This is an optimization exercise on Yosys and OpenROAD, whose aim is small area, a short achievable clock period and few clock cycles per item, not a production implementation. Where RTL was checked, it was by simulation tests only, not by an equivalence proof against the original. Power and IR drop assume default switching activity.

== run 1 ==
Design phase_accumulator, start of the top module:
module phase_accumulator #(
    parameter integer CONV_K = 2      
) (
    input  wire        clk,
    input  wire        rst,           
    input  wire        tick_valid,
    output wire        tick_ready,
    input  wire        cmd_valid,
    output wire        cmd_ready,
    input  wire [7:0]  cmd_op,
    input  wire [31:0] cmd_arg,
    output reg         rsp_valid,
    output reg         rsp_err,
    output reg  [31:0] rsp_data
);
    localparam [3:0] K_ZERO  = 4'd0;
    localparam [3:0] K_VALUE = 4'd1;
    localparam [3:0] K_CNT   = 4'd2;
    localparam [3:0] K_INC   = 4'd3;
    localparam [3:0] K_HALF  = 4'd4;
    localparam [3:0] K_ERR   = 4'd5;
    localparam [3:0] K_MINF  = 4'd8;    
    localparam [3:0] K_MAXF  = 4'd9;
    localparam [3:0] K_MINP  = 4'd10;
    localparam [3:0] K_MAXP  = 4'd11;
    reg [23:0] cnt;
    reg [23:0] inc;
    reg [2:0]  sel;
    reg        crdy;
    reg        trdy;
    assign cmd_ready  = crdy;
    assign tick_ready = trdy;
    wire cfire = cmd_valid & crdy;
    wire tfire = tick_valid & trdy;
    reg       d_set_inc, d_set_cnt, d_tick, d_rst_ph, d_set_wave, d_conv;
    reg [3:0] d_kind;
    always @(*) begin
        d_set_inc = 1'b0; d_set_cnt = 1'b0; d_tick = 1'b0; d_rst_ph = 1'b0;
        d_set_wave = 1'b0; d_conv = 1'b0;
        d_kind = K_ZERO;
        case (cmd_op)
            8'h01: d_set_inc  = 1'b1;
            8'h02: d_kind     = K_INC;
            8'h03: d_set_cnt  = 1'b1;
            8'h04: d_kind     = K_CNT;
            8'h05: d_tick     = 1'b1;
            8'h06: d_rst_ph   = 1'b1;
            8'h07: d_kind     = K_HALF;
            8'h10: d_kind     = K_VALUE;
            8'h11: d_set_wave = 1'b1;
            8'h20, 8'h21, 8'h22, 8'h23: d_conv = 1'b1;
  ...
Size: about 210 flip-flops, roughly 0.022 mm^2 of cells after synthesis.
Settings: LEC_CHECK=0, CAP_MARGIN=20, CORE_MARGIN=2, CORE_UTILIZATION=30, PLACE_DENSITY=0.5, SLEW_MARGIN=20, SYNTH_MEMORY_MAX_BITS=32768; clock period 12.0 ns.
run.sh (not shown) runs the stock make flow with config.mk's settings and CLKGATE_MAP_FILE= SYNTH_SCRIPT=/design/flow/synth_recipe.tcl, a recipe that flattens the netlist after the stock synthesis.
Relative to run 1, the following input files were edited for run 2:
==> flow/flow/run.sh (new file) <==
#!/bin/bash
set -euo pipefail
bash standard.sh SETUP_SLACK_MARGIN=7 finish > standard_flow.log 2>&1
==> flow/standard.sh (new file) <==
#!/bin/bash
# synth_recipe.tcl (not shown) runs the flow's synth.tcl, then flattens the netlist and writes it again
# the make line also repeats each setting of config.mk as NAME=value (left out here)
make -C /OpenROAD-flow-scripts/flow DESIGN_CONFIG=/design/flow/config.mk WORK_HOME=/design/flow/orfs CLKGATE_MAP_FILE= SYNTH_SCRIPT=/design/flow/synth_recipe.tcl "${@:-finish}"
removed: flow/run.sh
### Flow results
Run 2: PASS, flow complete, no timing, DRC or antenna violations
Run 1 finished end to end and its layout was clean on timing, DRC and antenna.
Run 2: clock group share of total power is 1.8 points lower than what run 1 reported.
Going from run 1 to run 2, final worst clock skew went down by 0.015 ns; design area went up by about 5%.
Here is what was changed in the inputs of run 3 compared with run 2.
==> flow/run.sh (new file) <==
#!/bin/bash
# synth_recipe.tcl (not shown) runs the flow's synth.tcl, then flattens the netlist and writes it again
# the make line also repeats each setting of config.mk as NAME=value (left out here)
make -C /OpenROAD-flow-scripts/flow DESIGN_CONFIG=/design/flow/config.mk WORK_HOME=/design/flow/orfs CLKGATE_MAP_FILE= SYNTH_SCRIPT=/design/flow/synth_recipe.tcl finish
-- flow/config.mk --
<<< run 2, line 12
>>> run 3, line 12
export SETUP_SLACK_MARGIN = 5
removed: flow/flow/run.sh
removed: flow/standard.sh
Findings:
Final critical-path setup slack for run 3 is lower than for run 2. Routed length per instance: run 2 vs run 3 — no meaningful difference. Looking at run 3 and run 2, the met3 usage is a wash.
For run 4, these inputs were changed with respect to run 3:
==> flow/flow/run.sh (new file) <==
#!/bin/bash
set -euo pipefail
bash standard.sh SETUP_SLACK_MARGIN=8 finish > standard_flow.log 2>&1
==> flow/standard.sh (new file) <==
#!/bin/bash
# synth_recipe.tcl (not shown) runs the flow's synth.tcl, then flattens the netlist and writes it again
# the make line also repeats each setting of config.mk as NAME=value (left out here)
make -C /OpenROAD-flow-scripts/flow DESIGN_CONFIG=/design/flow/config.mk WORK_HOME=/design/flow/orfs CLKGATE_MAP_FILE= SYNTH_SCRIPT=/design/flow/synth_recipe.tcl "${@:-finish}"
-- flow/config.mk --
<<< run 3, line 12
export SETUP_SLACK_MARGIN = 5
>>> run 4, line 12
removed: flow/run.sh
Results
- Run 4 has completed all stages; timing, DRC and antenna checks passed.
- Power, run 3 and run 4: higher on run 4
- Looking at number of buffers outside the clock class in the layout across run 3 and run 4, the one that comes out lower is run 3.
- Higher power drawn by the clock network was reported by run 3, not run 4.
- Going from run 3 to run 4, utilization went up, global-route track usage on met2 increased by 2.7 points relative to the old numbers.
- Run comparison: run 3 top routing layer in use met5; run 4 top routing layer in use met4
- Looking at critical-path cell with the highest stage delay, the sky130_fd_sc_hd__edfxtp_1 result is from run 4; the sky130_fd_sc_hd__a2111o_1 one comes from run 3.
Function was not checked in any run of this note: the RTL went through the layout flow alone.

---

Another version of the RTL of phase_accumulator (not shown whole).
For scale: roughly 3000 cells after synthesis, about 210 flip-flops, roughly 80 I/O pins, about 0.022 mm2 of cells after synthesis.
==> flow/config.mk <==
export PLATFORM = sky130hd
export DESIGN_NAME = phase_accumulator
export DESIGN_NICKNAME = phase_accumulator
export VERILOG_FILES = /design/flow/design.v
export SDC_FILE = /design/flow/constraint.sdc
export NUM_CORES = 4
export LEC_CHECK = 0
export CAP_MARGIN = 20
export CORE_MARGIN = 2
export CORE_UTILIZATION = 30
export CTS_BUF_LIST = sky130_fd_sc_hd__clkbuf_8
export PLACE_DENSITY = 0.5
export SETUP_SLACK_MARGIN = 5
export SLEW_MARGIN = 20
export SYNTH_MEMORY_MAX_BITS = 32768
==> flow/constraint.sdc <==
create_clock -name core_clock -period 12.0 [get_ports {clk}]
set_input_delay 2.4000 -clock core_clock [delete_from_list [all_inputs] [get_ports {clk}]]
set_output_delay 2.4000 -clock core_clock [all_outputs]
set_load 0.01 [all_outputs]
standard.sh (not shown) runs the stock make flow with config.mk's settings and CLKGATE_MAP_FILE= SYNTH_SCRIPT=/design/flow/synth_recipe.tcl, a recipe that flattens the netlist after the stock synthesis.
==> flow/flow/run.sh <==
#!/bin/bash
set -euo pipefail
bash standard.sh 'BUFFER_PORTS_ARGS=-buffer_cell sky130_fd_sc_hd__buf_2' SETUP_SLACK_MARGIN=7 finish > standard_flow.log 2>&1
The first run went through all stages and came out clean.
Testbench counts at the start, summed over its fixed seeds: cycles 35,587, cmds 24,000.
Change:
CTS_BUF_LIST = sky130_fd_sc_hd__clkbuf_4 sky130_fd_sc_hd__clkbuf_8   (was sky130_fd_sc_hd__clkbuf_8)
After rerunning: Cell count barely changes. Critical path depth shrinks by 6. Worst setup slack degrades by 36 ps. Core utilization is about the same. Register-to-register slack degrades by 40 ps. Global-route usage barely changes. Sequential power barely changes. Routed wire length is about the same.

-- afterwards: timing with drivers on the ports --
In the flow no input, the clock included, has a driving cell. The finished layouts below were timed again as built, in two steps.
Step 1 sets driving cells, clkbuf_16 on the clock port and buf_2 on the other inputs (assumed; they add their load-dependent delay and slew).
Step 2 times the ports against the registers' clock, not the clock port: input delays grow and output delays shrink by t, the midpoint of the rising clock arrivals with the driver on.
Three values: ideal ports, drivers, drivers and shift; two values: the first two.
run	t, ns	slack for setup (ns)	worst register clock-pin slew, ns
run 1	0.639	4.935 / 4.935 / 4.935	0.07 / 0.07
run 2	0.621	5.889 / 5.889 / 5.889	0.07 / 0.07
run 3	0.641	5.391 / 5.391 / 5.391	0.07 / 0.07
run 4	0.642	6.275 / 6.275 / 6.275	0.07 / 0.07
the first run of note 2	0.681	6.841 / 6.841 / 6.661	0.07 / 0.07
the second run of note 2	0.681	6.806 / 6.806 / 6.673	0.07 / 0.07
After both steps every run listed still meets setup and hold. The setup slack of the first run of note 2, which loses most, moves by 0.000 ns with the drivers and by -0.180 ns with both steps.
